Context: an optimization exercise on an open-source flow, tuned for small area. The choices shown serve that exercise and are no tape-out recipe.
Power is estimated from default activity; no workload was simulated.

==> build 45 <==
==> flow/design.v <==
module yay0_dec (
    input  wire        clk,
    input  wire        rst,         
    input  wire        start,       
    input  wire [31:0] base,        
    input  wire [31:0] in_len,      
    input  wire [31:0] out_cap,     
    output wire        busy,
    output wire        done,        
    output wire [3:0]  err,         
    output wire [31:0] size,        
    output reg         in_re,
    output wire [31:0] in_addr,
    input  wire [7:0]  in_rdata,
    output reg         out_we,
    output wire [31:0] out_waddr,
    output wire [7:0]  out_wdata,
    output reg         out_re,
    output wire [31:0] out_raddr,
    input  wire [7:0]  out_rdata
);
    localparam [3:0] E_NONE   = 4'd0,
                     E_MAGIC  = 4'd1,
                     E_BOUNDS = 4'd4,
                     E_TRUNC  = 4'd5,
                     E_BADREF = 4'd8;
    localparam [4:0] S_CHK4  = 5'd0,    
                     S_HR    = 5'd1,    
                     S_HA    = 5'd2,    
                     S_CAP   = 5'd3,    
                     S_PADD  = 5'd4,    
                     S_KADD  = 5'd5,    
                     S_CADD  = 5'd6,    
                     S_CLR   = 5'd7,    
                     S_WCHK  = 5'd8,    
                     S_CF    = 5'd9,    
                     S_CR    = 5'd10,   
                     S_KCHK  = 5'd11,   
                     S_LRD   = 5'd12,   
                     S_LWR   = 5'd13,   
                     S_PCHK  = 5'd14,   
                     S_PHI   = 5'd15,   
                     S_PLO   = 5'd16,   
                     S_XCHK  = 5'd17,   
                     S_XRD   = 5'd18,   
                     S_SRC   = 5'd19,   
                     S_C0    = 5'd20,   
                     S_CW    = 5'd21,   
                     S_D0    = 5'b11000,
                     S_D1    = 5'b11001,
                     S_D4    = 5'b11010,
                     S_D5    = 5'b11011,
                     S_D8    = 5'b11100,
                     S_IDLE  = 5'b11111;
    reg [4:0]  state;
    reg [1:0]  ph;
    wire       ph0  = (ph == 2'd0);
    wire       ph1  = (ph == 2'd1);
    wire       last = (ph == 2'd3);
    reg [31:0] L;       
    reg [31:0] CP;      
    reg [31:0] PP;      
    reg [31:0] KP;      
    reg [31:0] OP;      
    reg [31:0] SZ;      
    reg [31:0] AD;      
    reg        ppov, kpov;    
    reg [7:0]  DATA;          
    reg [3:0]  DH;            
    reg [8:0]  CNT;           
    reg        dz;            
    reg [8:0]  CB;            
    reg [1:0]  WB;            
    reg        c, bw, ac, zacc;
    wire       idle = state[4] & state[3];
    assign busy      = ~idle;
    assign done      = idle & ~(state[2] & state[1] & state[0]);
    assign err       = {state[2], state[1], 1'b0, state[0]};
    assign size      = SZ;
    assign in_addr   = AD;
    assign out_raddr = AD;
    assign out_waddr = OP;
    assign out_wdata = DATA;
    wire [3:0] h = CNT[3:0];
    function automatic is(input [4:0] st);
        is = (state == st);
    endfunction
    wire aCP   = is(S_CHK4) | is(S_HA) | is(S_WCHK) | is(S_CADD) | is(S_CF);
    wire aPP   = is(S_PADD) | is(S_PCHK);
    wire aKP   = is(S_KADD) | is(S_KCHK) | is(S_XCHK);
    wire aOP   = is(S_CAP) | is(S_SRC) | is(S_LWR) | is(S_CW);
    wire bCP   = is(S_PADD) | is(S_KADD);
    wire bnD   = is(S_SRC);
    wire bnSZ  = is(S_CAP);
    wire k16   = is(S_HA) | is(S_CADD);
    wire k4    = is(S_CHK4) | is(S_WCHK);
    wire k2    = is(S_PCHK);
    wire cin0  = is(S_CAP) | is(S_CF) | is(S_KCHK) | is(S_XCHK) | is(S_LWR) | is(S_CW);
    wire wCP   = is(S_CADD) | is(S_CF);
    wire wPP   = is(S_PADD) | is(S_PCHK);
    wire wKP   = is(S_KADD) | is(S_KCHK) | is(S_XCHK);
    wire wOP   = is(S_CLR) | is(S_LWR) | is(S_CW);
    wire adA   = is(S_CHK4) | is(S_CF) | is(S_KCHK) | is(S_XCHK) | is(S_PCHK);
    wire adS   = is(S_SRC);
    wire adInc = is(S_HA) | is(S_PHI) | is(S_C0) | is(S_CW);
    wire [7:0] bK  = {3'd0, k16, 1'b0, k4, k2, 1'b0};
    wire [7:0] nDd = ph0 ? ~DATA : (ph1 ? {4'hF, ~DH} : 8'hFF);
    wire [7:0] da  = ({8{aCP}} & CP[7:0]) | ({8{aPP}} & PP[7:0]) |
                     ({8{aKP}} & KP[7:0]) | ({8{aOP}} & OP[7:0]);
    wire [7:0] db  = (ph0 ? bK : 8'd0) | ({8{bCP}} & CP[7:0]) |
                     ({8{bnD}} & nDd) | ({8{bnSZ}} & ~SZ[7:0]);
    wire       ci  = ph0 ? cin0 : c;
    wire [8:0] sum = {1'b0, da} + {1'b0, db} + {8'd0, ci};
    wire [7:0] s   = sum[7:0];
    wire       cout = sum[8];
    wire       bwi  = ph0 ? 1'b0 : bw;
    wire [8:0] ldif = {1'b0, L[7:0]} - {1'b0, s} - {8'd0, bwi};
    wire       bout = ldif[8];
    wire       trunc = cout | bout | (aPP & ppov) | (aKP & kpov);
    wire [8:0] ainc = {1'b0, AD[7:0]} + {8'd0, ph0 ? 1'b1 : ac};
    wire       ins   = (state == S_HA) && (ph == ~h[1:0]);
    wire       insSZ = ins && (h[3:2] == 2'd1);
    wire       insPP = ins && (h[3:2] == 2'd2);
    wire       insKP = ins && (h[3:2] == 2'd3);
    wire [7:0] op_in = wOP ? s : OP[7:0];
    wire       zd    = (op_in == SZ[7:0]);
    wire       zend  = zacc & zd;           
    reg  [7:0] mexp;
    always @(*) begin
        case (h[1:0])
            2'd0: mexp = 8'h59;
            2'd1: mexp = 8'h61;
            2'd2: mexp = 8'h79;
            default: mexp = 8'h30;
        endcase
    end
    wire       cb_empty = (CB[7:0] == 8'd0);
    wire       cnt_end  = (CNT == 9'h1EE);
    always @(*) begin
        in_re  = 1'b0;
        out_re = 1'b0;
        out_we = 1'b0;
        if (ph0) begin
            case (state)
                S_HR, S_CR, S_LRD, S_PHI, S_PLO, S_XRD: in_re = 1'b1;
                S_C0: out_re = 1'b1;
                S_LWR: out_we = 1'b1;
                S_CW: begin out_re = 1'b1; out_we = 1'b1; end
                default: ;
            endcase
        end
    end
    wire go = start && idle;
    wire next = last && (state == S_CLR || state == S_CR || state == S_LWR ||
                         (state == S_CW && cnt_end));
    always @(posedge clk) begin
        c    <= cout;
        bw   <= bout;
        ac   <= ainc[8];
        zacc <= ph0 ? zd : (zacc & zd);
        L  <= go ? in_len  : {L[7:0], L[31:8]};
        CP <= go ? base    : {(wCP ? s : CP[7:0]), CP[31:8]};
        OP <= go ? out_cap : {op_in, OP[31:8]};
        PP <= {(insPP ? DATA : (wPP ? s : PP[7:0])), PP[31:8]};
        KP <= {(insKP ? DATA : (wKP ? s : KP[7:0])), KP[31:8]};
        SZ <= {(insSZ ? DATA : SZ[7:0]), SZ[31:8]};
        AD <= {(adInc ? ainc[7:0] : adS ? s : adA ? da : AD[7:0]), AD[31:8]};
        if (ph1) begin
            case (state)
                S_HR, S_LRD, S_PLO: DATA <= in_rdata;
                S_C0: DATA <= out_rdata;
                S_CW: if (!dz) DATA <= out_rdata;
                default: ;
            endcase
        end
        if (ph1 && state == S_PHI) begin
            DH  <= in_rdata[3:0];
            CNT <= {5'b11111, in_rdata[7:4]};
        end
        if (ph1 && state == S_XRD)
            CNT <= {1'b0, in_rdata};
        if (ph0 && state == S_CW)
            CNT <= CNT - 9'd1;
        if (ph0 && state == S_SRC)
            dz <= (DATA == 8'd0) && (DH == 4'd0);
        if (ph0 && state == S_HA && h[3:2] == 2'd0 && DATA != mexp)
            dz <= 1'b1;
        if (last && state == S_PADD)  ppov <= cout;
        if (last && state == S_KADD)  kpov <= cout;
        if (go) begin
            dz  <= 1'b0;
            CB  <= 9'd0;
            WB  <= 2'd0;
            CNT <= 9'd0;
        end
        if (ph1 && state == S_CR)
            CB <= {in_rdata, 1'b1};
        if (last && state == S_CF)
            WB <= WB + 2'd1;
        if (last && state == S_HA)
            CNT <= CNT + 9'd1;
        if (next && !cb_empty && !zend)
            CB <= {CB[7:0], 1'b0};
    end
    always @(posedge clk) begin
        if (rst) begin
            state <= S_IDLE;
            ph    <= 2'd0;
        end else if (go) begin
            state <= S_CHK4;
            ph    <= 2'd0;
        end else begin
            ph <= ph + 2'd1;
            if (idle)
                state <= S_IDLE;
            else if (last) begin
                case (state)
                    S_CHK4:  state <= trunc ? S_D5 : S_HR;
                    S_HR:    state <= S_HA;
                    S_HA: begin
                        if (h == 4'd3)
                            state <= dz ? S_D1 : trunc ? S_D5 : S_HR;
                        else if (h == 4'd15)
                            state <= S_CAP;
                        else
                            state <= S_HR;
                    end
                    S_CAP:   state <= cout ? S_PADD : S_D4;
                    S_PADD:  state <= S_KADD;
                    S_KADD:  state <= S_CADD;
                    S_CADD:  state <= S_CLR;
                    S_WCHK:  state <= trunc ? S_D5 : S_CF;
                    S_CF:    state <= S_CR;
                    S_KCHK:  state <= trunc ? S_D5 : S_LRD;
                    S_LRD:   state <= S_LWR;
                    S_PCHK:  state <= trunc ? S_D5 : S_PHI;
                    S_PHI:   state <= S_PLO;
                    S_PLO:   state <= (CNT[3:0] == 4'd0) ? S_XCHK : S_SRC;
                    S_XCHK:  state <= trunc ? S_D5 : S_XRD;
                    S_XRD:   state <= S_SRC;
                    S_SRC:   state <= cout ? S_C0 : S_D8;
                    S_C0:    state <= zend ? S_D4 : S_CW;
                    S_CLR, S_CR, S_LWR, S_CW: begin
                        if (state == S_CW && !cnt_end) begin
                            if (zend) state <= S_D4;
                        end else if (zend)
                            state <= S_D0;
                        else if (cb_empty)
                            state <= (WB == 2'd0) ? S_WCHK : S_CF;
                        else
                            state <= CB[8] ? S_KCHK : S_PCHK;
                    end
                    default: state <= S_IDLE;
                endcase
            end
        end
    end
endmodule
==> flow/flow/run.sh <==
#!/bin/bash
# The standard layout, with the port buffers made from the smallest buffer cell
# and a clock tree without dummy loads.
set -euo pipefail
bash standard.sh "BUFFER_PORTS_ARGS=-buffer_cell sky130_fd_sc_hd__buf_1" \
  "CTS_ARGS=-sink_clustering_enable -repair_clock_nets -dont_use_dummy_load -sink_clustering_size 16 -sink_clustering_max_diameter 60 -buf_list sky130_fd_sc_hd__clkbuf_8" \
  finish > standard.log 2>&1
==> flow/standard.sh <==
#!/bin/bash
# synth_recipe.tcl (not shown) runs the flow's synth.tcl, then flattens the netlist and writes it again
# the make line also repeats each setting of config.mk as NAME=value (left out here)
make -C /OpenROAD-flow-scripts/flow DESIGN_CONFIG=/design/flow/config.mk WORK_HOME=/design/flow/orfs CLKGATE_MAP_FILE= SYNTH_SCRIPT=/design/flow/synth_recipe.tcl "${@:-finish}"
==> flow/config.mk <==
export PLATFORM = sky130hd
export DESIGN_NAME = yay0_dec
export DESIGN_NICKNAME = yay0_dec
export VERILOG_FILES = /design/flow/design.v
export SDC_FILE = /design/flow/constraint.sdc
export NUM_CORES = 4
export LEC_CHECK = 0
export ABC_AREA = 1
export CAP_MARGIN = 20
export CORE_MARGIN = 2
export CORE_UTILIZATION = 40
export SLEW_MARGIN = 20
==> flow/constraint.sdc <==
create_clock -name core_clock -period 8.0 [get_ports {clk}]
set_input_delay 1.6000 -clock core_clock [delete_from_list [all_inputs] [get_ports {clk}]]
set_output_delay 1.6000 -clock core_clock [all_outputs]
set_load 0.01 [all_outputs]
==> build 98: changes against build 45 <==
==> flow/flow/run.sh (replaced) <==
#!/bin/bash
# The standard layout, with the port buffers made from the smallest buffer cell
# and a clock tree without dummy loads.
set -euo pipefail
bash standard.sh "BUFFER_PORTS_ARGS=-buffer_cell sky130_fd_sc_hd__buf_1" \
  "CTS_ARGS=-sink_clustering_enable -repair_clock_nets -dont_use_dummy_load -sink_clustering_size 12 -sink_clustering_max_diameter 50 -buf_list sky130_fd_sc_hd__clkbuf_4 sky130_fd_sc_hd__clkbuf_8" \
  finish > standard.log 2>&1
- CORE_UTILIZATION: 40 -> 60
==> build 70: changes against build 45 <==
==> flow/flow/run.sh (replaced) <==
#!/bin/bash
# The standard layout, with the port buffers made from the smallest buffer cell
# and a clock tree without dummy loads.
set -euo pipefail
bash standard.sh "BUFFER_PORTS_ARGS=-buffer_cell sky130_fd_sc_hd__buf_1" \
  "CTS_ARGS=-sink_clustering_enable -repair_clock_nets -dont_use_dummy_load -sink_clustering_size 12 -sink_clustering_max_diameter 50 -buf_list {sky130_fd_sc_hd__clkbuf_4 sky130_fd_sc_hd__clkbuf_8}" \
  finish > standard.log 2>&1
- CORE_UTILIZATION: 40 -> 60
==> build 96: changes against build 45 <==
==> flow/flow/run.sh (replaced) <==
#!/bin/bash
# The standard layout, with the port buffers made from the smallest buffer cell.
set -euo pipefail
bash standard.sh "BUFFER_PORTS_ARGS=-buffer_cell sky130_fd_sc_hd__buf_1" finish > standard.log 2>&1
==> notes <==
Build 70 ran to the end with no violations. Build 96 produced a clean layout. Build 45 completed with no timing, DRC or antenna violations. Build 98 failed in 4_1_cts. In area after synthesis, build 96 and build 98 do not differ. In critical path depth, build 96 and build 45 do not differ. The highest sequential share of layout area belongs to build 70, the lowest to build 96. Between build 70 and build 45, the lower register-to-register slack is in build 45 (gap 0.03 ns). Power: build 45 is smaller than build 96 (about 13%). Against build 45, the first-iteration DRC count of build 70 is higher by 14%. In combinational power, build 45 and build 96 hardly differ. In build 45 the hold slack is lower than in build 96, by 0.043 ns. Wire length: build 96 > build 45 > build 70. Of build 70 and build 96, build 96 has the higher non-clock buffer count (gap 1). The lowest maximum frequency belongs to build 96, the highest to build 70.
No functional check of the RTL was part of any run of this note.

==> separate check: timing with driven ports <==
The flow's constraints put no driver on any port. The routed layouts listed below were extracted and timed again, unchanged, in two steps. Step 1: set_driving_cell puts a clkbuf_16 on clk and a buf_2 on each other input, an assumption about the parent block. Step 2 times the ports against the registers' clock, not the clock port: input delays grow and output delays shrink by t, the midpoint of the rising clock arrivals with the driver on. a / b / c = no drivers / after step 1 / after step 2; a / b = the first two.
| run | shift t [ns] | setup slack, ns | worst register clock-pin slew, ns |
|---|---|---|---|
| build 45 | 0.574 | 1.419 / 1.419 / 1.419 | 0.10 / 0.10 |
| build 70 | 0.593 | 1.447 / 1.447 / 1.447 | 0.08 / 0.08 |
| build 96 | 0.596 | 1.389 / 1.389 / 1.389 | 0.06 / 0.06 |
After both steps every run listed still meets setup and hold.
